This design comes from an exercise in tuning for small area, a short achievable clock period and few clock cycles on the open sky130 flow, not from production work. Function was checked by simulation only, so behaviour that the tests miss may differ from the original. Power figures rest on the tool's default switching activity, not on a simulated workload.

## pov_core
module pov_core (
    input  wire        clk,
    input  wire        rst,           
    input  wire        cmd_valid,
    input  wire [39:0] cmd_word,
    output reg         cmd_ready,
    output reg         resp_valid,
    output wire [7:0]  resp_code,
    input  wire        tick_valid,
    output reg         tick_ready,
    output reg         led_data,
    output reg         led_clk,
    output reg         led_latch,
    output wire        led_oe,
    output reg  [3:0]  coil,
    output reg  [31:0] step_delay_ms,
    output reg         timer_armed
);
    assign led_oe = 1'b0;
    reg [127:0] ring;           
    reg [3:0]   rot;
    reg         clr;            
    reg [3:0]   write_end, read_front, read_back;
    reg [4:0]   pixel_step;     
    reg         pwrap;          
    reg         pb2;            
    reg [4:0]   highlighted;
    reg         underrun, dneg;
    reg [2:0]   phase_index;
    reg [3:0]   fsh;            
    reg [3:0]   bsh;            
    wire        halted = ~timer_armed;
    reg         busy;
    reg [3:0]   cyc;
    reg         tgo;            
    reg [6:0]   sh;
    reg         cw;             
    reg [3:0]   cnext;          
    reg         p_ophz;         
    reg [2:0]   p_op;           
    reg         p_zx;           
    reg         p_zf;           
    reg         p_zb1;          
    reg         p_z0h;          
    reg         p_a0;           
  ...
For scale: ~940 cells after synthesis, about 310 flip-flops, ~11000 µm² of cells after synthesis.
Settings: LEC_CHECK=0, CAP_MARGIN=20, CORE_MARGIN=2, CORE_UTILIZATION=40, CTS_CLUSTER_DIAMETER=100, CTS_CLUSTER_SIZE=25, PLACE_DENSITY=0.6, SETUP_SLACK_MARGIN=4.0, SLEW_MARGIN=20; clock period 6.5 ns.
standard.sh (not shown) runs the stock make flow with config.mk's settings and CLKGATE_MAP_FILE= SYNTH_SCRIPT=/design/flow/synth_recipe.tcl, a recipe that flattens the netlist after the stock synthesis.
==> flow/flow/run.sh <==
#!/bin/bash
# The standard layout (the standard.sh), with every input and output
# port buffered by a plain buffer cell instead of the default choice.
set -e
export BUFFER_PORTS_ARGS="-buffer_cell sky130_fd_sc_hd__buf_1"
bash standard.sh > standard.log 2>&1
The starting point ran to the end with no violations.
Testbench counts at the start, summed over its fixed seeds: cycles 61,472.
Then changed:
==> flow/run.sh (new file) <==
#!/bin/bash
# synth_recipe.tcl (not shown) runs the flow's synth.tcl, then flattens the netlist and writes it again
# the make line also repeats each setting of config.mk as NAME=value (left out here)
make -C /OpenROAD-flow-scripts/flow DESIGN_CONFIG=/design/flow/config.mk WORK_HOME=/design/flow/orfs CLKGATE_MAP_FILE= SYNTH_SCRIPT=/design/flow/synth_recipe.tcl finish
--- a/flow/config.mk
+++ b/flow/config.mk
@@ -10,6 +10,4 @@
 export CORE_UTILIZATION = 40
-export CTS_CLUSTER_DIAMETER = 100
-export CTS_CLUSTER_SIZE = 25
 export PLACE_DENSITY = 0.6
-export SETUP_SLACK_MARGIN = 4.0
+export SETUP_SLACK_MARGIN = 4.15
 export SLEW_MARGIN = 20
removed: flow/flow/run.sh
removed: flow/standard.sh
=>
- clock-buffer cell count came out higher by 24
- power grows by 20%
- via count came out higher by 2.9%
- combinational power goes up by 9.9%

* * *

Setup of run A:
pov_core again, from the RTL that the note above started with.
clock: 6.5 ns
lec_check: 0
cap_margin: 20
core_margin: 2
core_utilization: 40
place_density: 0.6
setup_slack_margin: 4.15
slew_margin: 20
==> flow/flow/run.sh <==
#!/bin/bash
# The standard layout (the standard.sh), with every input and output
# port buffered by a plain buffer cell instead of the default choice.
set -e
export BUFFER_PORTS_ARGS="-buffer_cell sky130_fd_sc_hd__buf_1"
bash standard.sh > standard.log 2>&1
Testbench counts of run A, summed over its fixed seeds: cycles 61,472.
#### Input delta (run B over run A)
==> flow/flow/run.sh <==
#!/bin/bash
# The standard layout (the standard.sh), with every input and output
# port buffered by a plain buffer cell instead of the default choice.
set -e
export BUFFER_PORTS_ARGS="-buffer_cell sky130_fd_sc_hd__buf_2"
bash standard.sh > standard.log 2>&1
Notes after the runs:
Run B ended with more worst slew slack as a fraction of its limit than run A. | design area | run B vs run A | about 2.8% higher |. Delta (run B minus run A): number of vias after detailed routing now larger, hold slack stayed essentially flat, area share of buffers outside the clock network went up by 2.3 points.
Relative to run B, the following input files were edited for run C:
- putting TNS_END_PERCENT at 0 where nothing was set
- putting CTS_CLUSTER_DIAMETER at 100 where nothing was set
- swapping 4.15 for 4.0 in SETUP_SLACK_MARGIN
- putting CTS_CLUSTER_SIZE at 25 where nothing was set
==> flow/flow/run.sh <==
#!/bin/bash
# The standard layout (the standard.sh), with every input and output
# port buffered by a plain buffer cell instead of the default choice.
set -e
export BUFFER_PORTS_ARGS="-buffer_cell sky130_fd_sc_hd__buf_1"
bash standard.sh > standard.log 2>&1
Going from run B to run C, total met2 wirelength after detailed routing shrank by a few percent.
Relative contribution of the clock network to total power sits lower in run C than in run B.
Summary of run C over run B: wire length of the first global-routing pass shrank by 4.0%; number of clock-tree buffers in the layout shrank by 50%; portion of the clock cycle consumed by the worst path in the final layout grew by 0.57 points; clock power shrank by about 40%.
Utilization after layout: run C lower than run B
diff inputs: run C => run D
- SETUP_SLACK_MARGIN changed from 4.0 to 4.15
- TNS_END_PERCENT removed (was 0)
==> flow/run.sh (new file) <==
#!/bin/bash
# synth_recipe.tcl (not shown) runs the flow's synth.tcl, then flattens the netlist and writes it again
# the make line also repeats each setting of config.mk as NAME=value (left out here)
make -C /OpenROAD-flow-scripts/flow DESIGN_CONFIG=/design/flow/config.mk WORK_HOME=/design/flow/orfs CLKGATE_MAP_FILE= SYNTH_SCRIPT=/design/flow/synth_recipe.tcl finish
removed: flow/flow/run.sh
removed: flow/standard.sh
--- outcome ---
Run D: via count is 212 higher than what run C reported.
Run D has instance count on the critical path above what run C had.
When run D is set beside run C, its worst-case headroom to the max-slew limit turns out to be 11 points larger.
Higher number of clock buffers in the layout was reported by run D, not run C.
Of run C and run D, the run reporting the higher via count of the first global-routing pass was run D.
Measured against each other, run C and run D differ in maximum fanout along the worst path, the higher figure coming from run C.

* * *

Setup of build 50:
The RTL this note starts from:
==> flow/design.v <==
module pov_core (
    input  wire        clk,
    input  wire        rst,           
    input  wire        cmd_valid,
    input  wire [39:0] cmd_word,
    output reg         cmd_ready,
    output reg         resp_valid,
    output wire [7:0]  resp_code,
    input  wire        tick_valid,
    output reg         tick_ready,
    output reg         led_data,
    output reg         led_clk,
    output reg         led_latch,
    output wire        led_oe,
    output reg  [3:0]  coil,
    output reg  [31:0] step_delay_ms,
    output reg         timer_armed
);
    assign led_oe = 1'b0;
    reg [127:0] ring;           
    reg [3:0]   rot;
    reg         clr;            
    reg [3:0]   write_end, read_front, read_back;
    reg [4:0]   pixel_step;     
    reg         pwrap;          
    reg         pb2;            
    reg [4:0]   highlighted;
    reg         underrun, dneg;
    reg [2:0]   phase_index;
    reg [3:0]   fsh;            
    reg [3:0]   bsh;            
    wire        halted = ~timer_armed;
    reg         busy;
    reg [3:0]   cyc;
    reg         tgo;            
    reg [6:0]   sh;
    reg         cw;             
    reg [3:0]   cnext;          
    reg         p_ophz;         
    reg [2:0]   p_op;           
    reg         p_zx;           
    reg         p_zf;           
    reg         p_zb1;          
    reg         p_z0h;          
    reg         p_a0;           
    reg         p_neg;          
    reg         p_e0;           
    reg         p_eff;          
    reg         p_elt;          
    reg         p_egt;          
    reg         p_lgt;          
    reg         rc7, rc1, rc0;
    assign resp_code = {rc7, 5'b00000, rc1, rc0};
    reg [24:0]  dm;
    reg [24:0]  dr;
    reg [2:0]   dj;             
    reg         dneg_r;         
    reg         dcy;            
    reg         dtop;           
    reg [5:0]   dcnt;           
    reg         drun;
    reg         dovf;           
    wire cmd_acc  = cmd_valid & cmd_ready;
    wire tick_acc = tick_valid & tick_ready;
    wire c15 = busy & (cyc == 4'd15);
    wire busy_n = tgo | (busy & ~c15);
    wire [3:0] cyc_n = tgo ? 4'd0 : cyc + 4'd1;
    wire       front_on = (pixel_step <= highlighted);
    wire [4:0] back_step = (pixel_step >= 5'd3) ? pixel_step - 5'd3 : pixel_step + 5'd23;
    wire       back_on  = (back_step <= highlighted);
    wire [3:0] fb = front_on ? fsh : 4'd0;
    wire [3:0] bb = back_on  ? bsh : 4'd0;
    wire [7:0] frame = {bb[3], fb[3], bb[2], fb[2], bb[1], fb[1], bb[0], fb[0]};
    wire       f_eq_w = (read_front == write_end);
    wire       fadv   = pwrap & ~f_eq_w;
    wire       ur_n   = underrun | (pwrap & f_eq_w);
    wire       badv   = pb2 & ~underrun;    
    reg [3:0] phase_pattern;
    always @(*) begin
        case (phase_index)
            3'd0: phase_pattern = 4'b0001;
            3'd1: phase_pattern = 4'b0011;
            3'd2: phase_pattern = 4'b0010;
            3'd3: phase_pattern = 4'b0110;
            3'd4: phase_pattern = 4'b0100;
            3'd5: phase_pattern = 4'b1100;
            3'd6: phase_pattern = 4'b1000;
            default: phase_pattern = 4'b1001;
        endcase
    end
    wire [7:0]  op  = cmd_word[39:32];
    wire [31:0] arg = cmd_word[31:0];
    wire [7:0]  sp_e = arg[30:23];
    wire        op1 = (op == 8'h01);
    wire        is1 = p_ophz & (p_op == 3'd1);
    wire        is2 = p_ophz & (p_op == 3'd2);
    wire        is3 = p_ophz & (p_op == 3'd3);
    wire        is4 = p_ophz & (p_op == 3'd4);
    wire        is5 = p_ophz & (p_op == 3'd5);
    wire        zhi   = p_zx & p_zf & p_zb1;             
    wire        z31_1 = zhi & p_z0h;                     
    wire        fz    = p_zf & p_zb1 & p_z0h & ~p_a0;    
    wire        sp_ok = ~p_neg & ~p_eff & ~(p_e0 & fz);
    wire        bad = (is1 & ~zhi) |
                      (is2 & ~z31_1) |
                      (is4 & ~sp_ok) |
                      (is5 & ~(z31_1 & ~p_a0));
    wire        illegal = ~(is1 | is2 | is3 | is4 | is5);
    wire        d_push = is1 & zhi;
    wire        d_dir  = is2 & z31_1;
    wire        d_hl   = is3;
    wire        d_hlsat = ~zhi | p_lgt;
    wire        d_sat  = is4 & sp_ok & p_elt;
    wire        d_zero = is4 & sp_ok & p_egt;
    wire        d_div  = is4 & sp_ok & ~p_elt & ~p_egt;
    wire        d_shut = is5 & z31_1 & ~p_a0;
    wire full    = (tgo & fadv) ? (read_front == write_end + 4'd1)
                                : (read_front == write_end + 4'd2);
    wire live    = cmd_acc & ~halted;
    wire push_ok = live & d_push & ~full;
    wire div_go  = live & d_div;
    wire d4      = (dj == 3'd4);
    wire dsat    = drun & d4 & (dcnt == 6'd34) & ~dsum[4];
    wire dlast   = drun & d4 & (dcnt == 6'd2);
    wire [4:0]  da   = {dr[3:0], dtop};
    wire [4:0]  db   = dneg_r ? dm[4:0] : ~dm[4:0];
    wire [5:0]  dsum = {1'b0, da} + {1'b0, db} + {5'd0, dcy};
    wire [7:0] p15d = push_ok ? arg[7:0] : (clr ? 8'd0 : ring[7:0]);
    wire       fcap = (tgo & fadv) ? (rot == read_front + 4'd1) : (rot == read_front);
    wire       bcap = (tgo & badv) ? (rot == read_back + 4'd1)  : (rot == read_back);
    wire div_busy_n = div_go | (drun & ~dlast);    
    wire tslot_n    = ~busy_n | (cyc_n[3:1] == 3'b111);
    wire cmd_rdy_n  = cmd_valid & ~cmd_acc & ~div_busy_n &
                      (~op1 | (rot + 4'd1 == write_end));
    wire tick_rdy_n = tslot_n & ~tick_acc;
    always @(posedge clk) begin
        ring <= {p15d, ring[127:8]};
        dr   <= cmd_ready ? 25'h0753000 : {dsum[4:0], dr[24:5]};
        dm   <= cmd_ready ? {2'b01, arg[22:0]} : {dm[4:0], dm[24:5]};
        dj   <= (cmd_ready | d4) ? 3'd0 : dj + 3'd1;
        dcy  <= cmd_ready | (d4 ? ~dsum[4] : dsum[5]);
        dtop <= ~cmd_ready & ~d4 & dr[4];
        if (cmd_ready)
            dneg_r <= 1'b0;
        else if (d4)
            dneg_r <= dsum[4];
        if (cmd_ready)
            dcnt <= arg[28:23];
        else if (d4)
            dcnt <= dcnt + 6'd1;
        p_ophz <= (op[7:3] == 5'd0);
        p_op   <= op[2:0];
        p_zx   <= (arg[31:23] == 9'd0);
        p_zf   <= (arg[22:16] == 7'd0);
        p_zb1  <= (arg[15:8] == 8'd0);
        p_z0h  <= (arg[7:1] == 7'd0);
        p_a0   <= arg[0];
        p_neg  <= arg[31];
        p_e0   <= (sp_e == 8'd0);
        p_eff  <= (sp_e == 8'hFF);
        p_elt  <= (sp_e < 8'd98);
        p_egt  <= (sp_e > 8'd130);
        p_lgt  <= (arg[7:0] > 8'd26);
        cyc <= cyc_n;
        if (cmd_acc & ~rst) begin
            if (halted)
                {rc7, rc1, rc0} <= 3'b110;
            else if (d_push & full)
                {rc7, rc1, rc0} <= 3'b001;
            else
                {rc7, rc1, rc0} <= {bad | illegal, 1'b0, bad};
        end
        if (tgo)
            cw <= ~ur_n;
        if (c15)
            cnext <= cw ? phase_pattern : coil;
        if (tgo)
            sh <= frame[6:0];
        else if (busy & cyc[0])
            sh <= {sh[5:0], 1'b0};
        if (rst) begin
            rot           <= 4'd0;
            clr           <= 1'b1;
            write_end     <= 4'd0;
            read_front    <= 4'd0;
            read_back     <= 4'd15;
            pixel_step    <= 5'd0;
            pwrap         <= 1'b0;
            pb2           <= 1'b0;
            highlighted   <= 5'd0;
            underrun      <= 1'b0;
            dneg          <= 1'b0;
            phase_index   <= 3'd0;
            fsh           <= 4'd0;
            bsh           <= 4'd0;
            timer_armed   <= 1'b1;
            step_delay_ms <= 32'd0;
            busy          <= 1'b0;
            tgo           <= 1'b0;
            led_data      <= 1'b0;
            led_clk       <= 1'b0;
            led_latch     <= 1'b0;
            coil          <= 4'd0;
            cmd_ready     <= 1'b0;
            tick_ready    <= 1'b0;
            resp_valid    <= 1'b0;
            drun          <= 1'b0;
            dovf          <= 1'b0;
        end else begin
            rot <= rot + 4'd1;
            if (rot == 4'd15)
                clr <= 1'b0;
            cmd_ready  <= cmd_rdy_n;
            tick_ready <= tick_rdy_n;
            if (fcap) fsh <= {p15d[6], p15d[4], p15d[2], p15d[0]};
            if (bcap) bsh <= {p15d[7], p15d[5], p15d[3], p15d[1]};
            resp_valid <= (cmd_acc & ~div_go) | dlast | dovf;
            dovf       <= dsat;
            if (push_ok)
                write_end <= write_end + 4'd1;
            if (live & d_dir)
                dneg <= arg[0];
            if (live & d_hl)
                highlighted <= d_hlsat ? 5'd26 : arg[4:0];
            if (live & d_shut)
                timer_armed <= 1'b0;
            if (live & d_sat)
                step_delay_ms <= 32'hFFFF_FFFF;
            else if (live & (d_zero | d_div))
                step_delay_ms <= 32'd0;
            else if (drun & d4)
                step_delay_ms <= {step_delay_ms[30:0], ~dsum[4]};
            if (dovf)
                step_delay_ms <= 32'hFFFF_FFFF;
            if (div_go)
                drun <= 1'b1;
            else if (dlast | dsat)
                drun <= 1'b0;
            tgo <= tick_acc & ~halted & ~(live & d_shut);
            if (tgo) begin
                phase_index <= dneg ? phase_index - 3'd1 : phase_index + 3'd1;
                pixel_step  <= pwrap ? 5'd0 : pixel_step + 5'd1;
                pwrap       <= (pixel_step == 5'd24);
                pb2         <= (pixel_step == 5'd1);
                if (fadv)
                    read_front <= read_front + 4'd1;
                underrun <= ur_n;    
                if (badv)
                    read_back <= read_back + 4'd1;
            end
            if (push_ok)
                underrun <= 1'b0;
            led_latch <= c15;
            busy <= busy_n;
            if (tgo) begin
                led_clk  <= 1'b0;
                led_data <= frame[7];
            end else if (busy) begin
                if (!cyc[0]) begin
                    led_clk <= 1'b1;
                end else begin
                    led_clk <= 1'b0;
                    if (!c15)
                        led_data <= sh[6];
                end
            end
            if (led_latch)
                coil <= cnext;
        end
    end
endmodule
export LEC_CHECK = 0
export CAP_MARGIN = 20
export CORE_MARGIN = 2
export CORE_UTILIZATION = 40
export CTS_CLUSTER_DIAMETER = 60
export CTS_CLUSTER_SIZE = 30
export PLACE_DENSITY = 0.6
export SETUP_SLACK_MARGIN = 4.15
export SLEW_MARGIN = 20
create_clock -name core_clock -period 6.5 [get_ports {clk}]
==> flow/flow/run.sh <==
#!/bin/bash
# The standard layout (the standard.sh), with every input and output
# port buffered by a plain buffer cell instead of the default choice.
set -e
export BUFFER_PORTS_ARGS="-buffer_cell sky130_fd_sc_hd__buf_2"
bash standard.sh > standard.log 2>&1
Testbench counts of build 50, summed over its fixed seeds: cycles 61,472.
For build 62, these inputs were changed with respect to build 50:
- changing CTS_CLUSTER_DIAMETER from 60 to 100
- changing CTS_CLUSTER_SIZE from 30 to 25
==> flow/flow/run.sh <==
#!/bin/bash
# The standard layout (the standard.sh), with every input and output
# port buffered by a plain buffer cell instead of the default choice.
set -e
export BUFFER_PORTS_ARGS="-buffer_cell sky130_fd_sc_hd__buf_1"
bash standard.sh > standard.log 2>&1
[summary]
What build 50 reported for leakage dissipation has to be multiplied by 0.942 to get the figure for build 62. Between build 62 and build 50, it is build 62 whose clock network fraction of total power is lower, by 6.6 points. For maximum operating frequency, build 50 and build 62 come out practically identical. Between build 62 and build 50, the hold slack is lower for build 50. Clock-buffer cell count (build 62 / build 50): 0.840. Cell area after layout delta for build 62 relative to build 50: 3.3% lower. In the flow results for build 62 and build 50, the number of non-clock buffers is smaller on build 50. Build 50 → build 62: utilization after layout went down; signal arrival time at the worst endpoint up 1.67 ns.
## Diff of input files: build 45 against build 62
- PLACE_DENSITY: 0.6 -> 0.75
- SETUP_SLACK_MARGIN: 4.15 -> 4.0
==> run summary <==
Build 62 has a higher count of buffers added by post-CTS timing repair for setup than build 45.
Status: total power parity (build 62, build 45)
As far as floorplan die width goes, build 62 and build 45 are indistinguishable; the numbers are identical.
Cmp build 62 and build 45 / switching power as a share of total power / higher: build 62
Compared with build 62, build 45 shows sum of net half-perimeters after detailed placement that has gone up slightly.
Of build 62 and build 45, the run reporting the lower static power due to leakage was build 45.
Looking at area of all sequential standard cells, build 45 sits 0.99% lower than build 62 does.
Build 45 ends up with a violation count after the first detailed-route iteration that is 2 higher than in build 62.
Diff build 45..build 62 | critical path data required time | negligible
Against build 62, hold slack in build 45 came out better.
On detailed-route via count: between build 62 and build 45, it ends up lower for build 62.

static timing again, ports no longer ideal:
Ports are ideal in the flow. The routed layouts listed here were re-timed in OpenROAD.
Step 1, drivers: a clkbuf_16 drives clk and a buf_2 each remaining input, both assumed.
Step 2 adds t to the input delays and takes it off the output delays; t is the mean of the earliest and latest rising clock arrival at the registers after step 1. Input paths then give back, and output paths get back, about the clock's delay inside the block.
Three values: ideal ports, drivers, drivers and shift; two values: the first two.
| run | t (ns) | setup WS [ns] | worst setup path after step 2 | clock arrival spread, ns |
|---|---|---|---|---|
| the first run of note 1 | 0.546 | 4.063 / 4.018 / 3.604 | input to register | 0.029 / 0.029 |
| the second run of note 1 | 0.595 | 4.137 / 4.089 / 3.712 | input to register | 0.038 / 0.039 |
| run A | 0.591 | 4.118 / 4.110 / 3.742 | input to register | 0.016 / 0.016 |
| run B | 0.601 | 4.067 / 4.020 / 3.733 | input to register | 0.019 / 0.019 |
| run C | 0.544 | 4.030 / 3.984 / 3.606 | input to register | 0.026 / 0.025 |
| run D | 0.546 | 4.148 / 4.114 / 3.728 | input to register | 0.020 / 0.020 |
| build 50 | 0.563 | 4.111 / 4.066 / 3.762 | input to register | 0.032 / 0.032 |
| build 62 | 0.538 | 4.110 / 4.110 / 3.749 | input to register | 0.027 / 0.027 |
| build 45 | 0.532 | 4.054 / 4.013 / 3.583 | input to register | 0.026 / 0.026 |
After both steps setup and hold are still met in every run listed. For build 45, which loses most, drivers alone change the setup slack by -0.041 ns; drivers and shift together by -0.471 ns.
